This design comes from an exercise in tuning for small area, a short achievable clock period and few clock cycles on the open sky130 flow, not from production work. Function was checked by simulation only, so behaviour that the tests miss may differ from the original. Power figures rest on the tool's default switching activity, not on a simulated workload.

job 105:
==> flow/design.v (excerpt) <==
module yasp_rx (
    input             clk,
    input             rst,
    input             req_valid,
    output            req_ready,
    input      [63:0] req_word,
    output reg        resp_valid,
    output reg  [3:0] resp_status,
    output reg [15:0] resp_value,
    output            hinv_valid,
    output      [7:0] hinv_slot,
    output      [7:0] hinv_href,
    output     [15:0] hinv_id,
    output     [15:0] hinv_poff,
    output     [15:0] hinv_plen,
    output reg        ntc_valid,
    output reg  [2:0] ntc_code,
    input             rx_we,
    input       [3:0] rx_waddr,
    input      [31:0] rx_wdata
);
Size in the first run: roughly 3700 cells after synthesis, about 200 I/O pins, roughly 0.054 sq mm of cells after synthesis.
make LEC_CHECK=0 CAP_MARGIN=40 CORE_MARGIN=2 CORE_UTILIZATION=40 SETUP_SLACK_MARGIN=5 SLEW_MARGIN=30 finish   # period 10.0 ns
run.sh (not shown) runs the stock make flow with config.mk's settings and CLKGATE_MAP_FILE= SYNTH_SCRIPT=/design/flow/synth_recipe.tcl, a recipe that flattens the netlist after the stock synthesis.
Job 105 ended with every stage complete and zero timing, DRC or antenna violations.
Testbench counts of job 105, summed over its fixed seeds: cycles 17,944.
--- input diff job 105..job 102 ---
- SETUP_SLACK_MARGIN no longer set, was 5
==> flow/flow/run.sh (new file) <==
#!/bin/bash
set -euo pipefail
bash standard.sh SETUP_SLACK_MARGIN=6.5 finish > standard_flow.log 2>&1
==> flow/standard.sh (new file) <==
#!/bin/bash
# synth_recipe.tcl (not shown) runs the flow's synth.tcl, then flattens the netlist and writes it again
# the make line also repeats each setting of config.mk as NAME=value (left out here)
make -C /OpenROAD-flow-scripts/flow DESIGN_CONFIG=/design/flow/config.mk WORK_HOME=/design/flow/orfs CLKGATE_MAP_FILE= SYNTH_SCRIPT=/design/flow/synth_recipe.tcl "${@:-finish}"
removed: flow/run.sh
In terms of post-placement cell area, job 102 and job 105 differ only marginally.
Compared with job 105, in job 102 number of clock sinks seen by CTS flat, clock-cell share of area flat, hold slack flat.


== alpha ==
Another version of the RTL of yasp_rx (not shown whole).
For scale: about 950 flip-flops, about 200 I/O pins, about 54000 µm² of cells after synthesis.
clock: 10.0 ns
lec_check: 0
cap_margin: 20
core_margin: 2
core_utilization: 40
slew_margin: 20
standard.sh (not shown) runs the stock make flow with config.mk's settings and CLKGATE_MAP_FILE= SYNTH_SCRIPT=/design/flow/synth_recipe.tcl, a recipe that flattens the netlist after the stock synthesis.
==> flow/flow/run.sh <==
#!/bin/bash
set -euo pipefail
bash standard.sh SETUP_SLACK_MARGIN=6.6 finish > standard_flow.log 2>&1
Testbench counts of alpha, summed over its fixed seeds: cycles 17,944.
Edits applied to the flow inputs when going from alpha to beta:
--- a/flow/config.mk
+++ b/flow/config.mk
@@ -8 +8 @@
-export CAP_MARGIN = 20
+export CAP_MARGIN = 40
@@ -11 +11 @@
-export SLEW_MARGIN = 20
+export SLEW_MARGIN = 30
Results
beta | stages: all done | timing, DRC, antenna: all pass. Multi-input combinational area share for beta: 0.23 points down relative to alpha. Compared with alpha, in beta pin slew with the least headroom to its limit lost 180 ps; worst setup slack lost 42 ps; power density of the placed cells neither gained nor lost much.
Here is what was changed in the inputs of gamma compared with beta.
--- a/flow/config.mk
+++ b/flow/config.mk
@@ -8 +8 @@
-export CAP_MARGIN = 40
+export CAP_MARGIN = 20
@@ -11 +11,3 @@
-export SLEW_MARGIN = 30
+export CTS_CLUSTER_DIAMETER = 120
+export CTS_CLUSTER_SIZE = 24
+export SLEW_MARGIN = 20
==> results.txt <==
gamma: no failed stages, no open violations at the end. Relative to beta, final critical-path share of the clock period has increased by 0.16 points in gamma. beta → gamma: post-detailed-route wirelength per cell now larger; first-iteration DRC count now larger. From beta to gamma the numbers moved as follows: first-pass GRT wire length shrank by 2.3 mm; required time reported for the critical path endpoint held steady; sequential share of layout area grew by 1.6 points; wire length the detailed router placed on met1 shrank by about 0.9%. NOTE non-clock buffer total of the final layout beta->gamma decreased by a little under 10%. Between gamma and beta, the post-place setup slack is higher for beta. gamma ends up with higher part of the power in registers than beta does.
Changes in delta relative to gamma:
--- a/flow/config.mk
+++ b/flow/config.mk
@@ -10,3 +10 @@
-export CORE_UTILIZATION = 40
-export CTS_CLUSTER_DIAMETER = 120
-export CTS_CLUSTER_SIZE = 24
+export CORE_UTILIZATION = 50
==> results.txt <==
Going from gamma to delta, share of power burned in combinational logic lost 5.2 points, power consumption now larger, critical path depth dropped 5.
Input-level comparison between epsilon and delta:
==> flow/flow/run.sh <==
#!/bin/bash
set -euo pipefail
bash standard.sh SETUP_SLACK_MARGIN=6.7 finish > standard_flow.log 2>&1
--- a/flow/config.mk
+++ b/flow/config.mk
@@ -10 +10,3 @@
-export CORE_UTILIZATION = 50
+export CORE_UTILIZATION = 40
+export CTS_CLUSTER_DIAMETER = 120
+export CTS_CLUSTER_SIZE = 20
==> results.txt <==
epsilon was carried through to the last stage, and its layout satisfied the timing, DRC and antenna checks. On clock-cell share of area: between delta and epsilon, it ends up higher for delta. delta -> epsilon: fraction of area in registers flat. Comparing worst endpoint data arrival time for delta and epsilon, the smaller number came from epsilon. Lower met2 layer usage reported by global route was reported by epsilon, not delta. Diff delta -> epsilon | non-clock buffer count | increase of 98. Relative to delta, the met3 wirelength from detailed routing of epsilon is lower by about 1.6%. Final cell count grows by a few percent when moving from delta to epsilon. On fraction of standard cell area in multi-input logic: between delta and epsilon, it ends up lower for delta. There was hardly any difference in final hold slack between delta and epsilon. epsilon: power after layout lower than delta. NOTE fill cell total of the finished layout delta->epsilon increased by more than a quarter.


yasp_rx again, from the RTL that the note above started with.
## yasp_rx
module yasp_rx (
    input             clk,
    input             rst,
    input             req_valid,
    output            req_ready,
    input      [63:0] req_word,
    output reg        resp_valid,
    output reg  [3:0] resp_status,
    output reg [15:0] resp_value,
    output            hinv_valid,
    output      [7:0] hinv_slot,
    output      [7:0] hinv_href,
    output     [15:0] hinv_id,
    output     [15:0] hinv_poff,
    output     [15:0] hinv_plen,
    output reg        ntc_valid,
    output reg  [2:0] ntc_code,
    input             rx_we,
    input       [3:0] rx_waddr,
    input      [31:0] rx_wdata
);
clock: 10.0 ns
lec_check: 0
cap_margin: 20
core_margin: 2
core_utilization: 40
cts_cluster_diameter: 120
cts_cluster_size: 20
slew_margin: 20
==> flow/flow/run.sh <==
#!/bin/bash
set -euo pipefail
bash standard.sh SETUP_SLACK_MARGIN=6.6 finish > standard_flow.log 2>&1
Testbench counts at the start, summed over its fixed seeds: cycles 17,944.
Next try:
- CAP_MARGIN: 20 -> 10
- CTS_CLUSTER_DIAMETER: 120 -> default
- CTS_CLUSTER_SIZE: 20 -> default
- SLEW_MARGIN: 20 -> 10
After rerunning: First-iteration DRC count went down by a few percent. Combinational power hardly moves. Design area rose by a few percent. Flip-flop and latch count stays the same. Sequential power hardly moves. Maximum frequency is about the same.

-- separate check: timing with driven ports --
Ports are ideal in the flow. The routed layouts listed here were re-timed in OpenROAD. Step 1 sets driving cells, clkbuf_16 on the clock port and buf_2 on the other inputs (assumed; they add their load-dependent delay and slew). Step 2, shift: input delay + t, output delay - t, t = (earliest + latest rising clock arrival at the registers) / 2. This alone moves slack from input paths to output paths. Slacks: no drivers / after step 1 / after step 2; pairs: no drivers / after step 1.
run	t, ns	setup slack, ns	worst setup path at the end	clock arrival spread, ns	worst data-port slew with drivers (ns)
job 105	0.786	5.087 / 5.087 / 4.444	input to register	0.057 / 0.057	0.13
job 102	0.803	6.303 / 6.284 / 5.481	input to register	0.040 / 0.040	0.14
alpha	0.822	6.597 / 6.577 / 5.863	input to register	0.097 / 0.097	0.11
beta	0.810	6.555 / 6.555 / 5.845	input to register	0.056 / 0.055	0.10
gamma	0.755	6.539 / 6.539 / 5.939	input to register	0.037 / 0.038	0.11
delta	0.788	6.592 / 6.557 / 5.898	input to register	0.037 / 0.037	0.16
epsilon	0.776	6.637 / 6.637 / 5.998	input to register	0.077 / 0.077	0.18
the first run of note 3	0.779	6.594 / 6.562 / 5.911	input to register	0.059 / 0.060	0.12
the second run of note 3	0.822	6.597 / 6.577 / 5.863	input to register	0.097 / 0.097	0.11
After both steps every run listed still meets setup and hold. The setup slack of job 102, which loses most, moves by -0.019 ns with the drivers and by -0.822 ns with both steps.
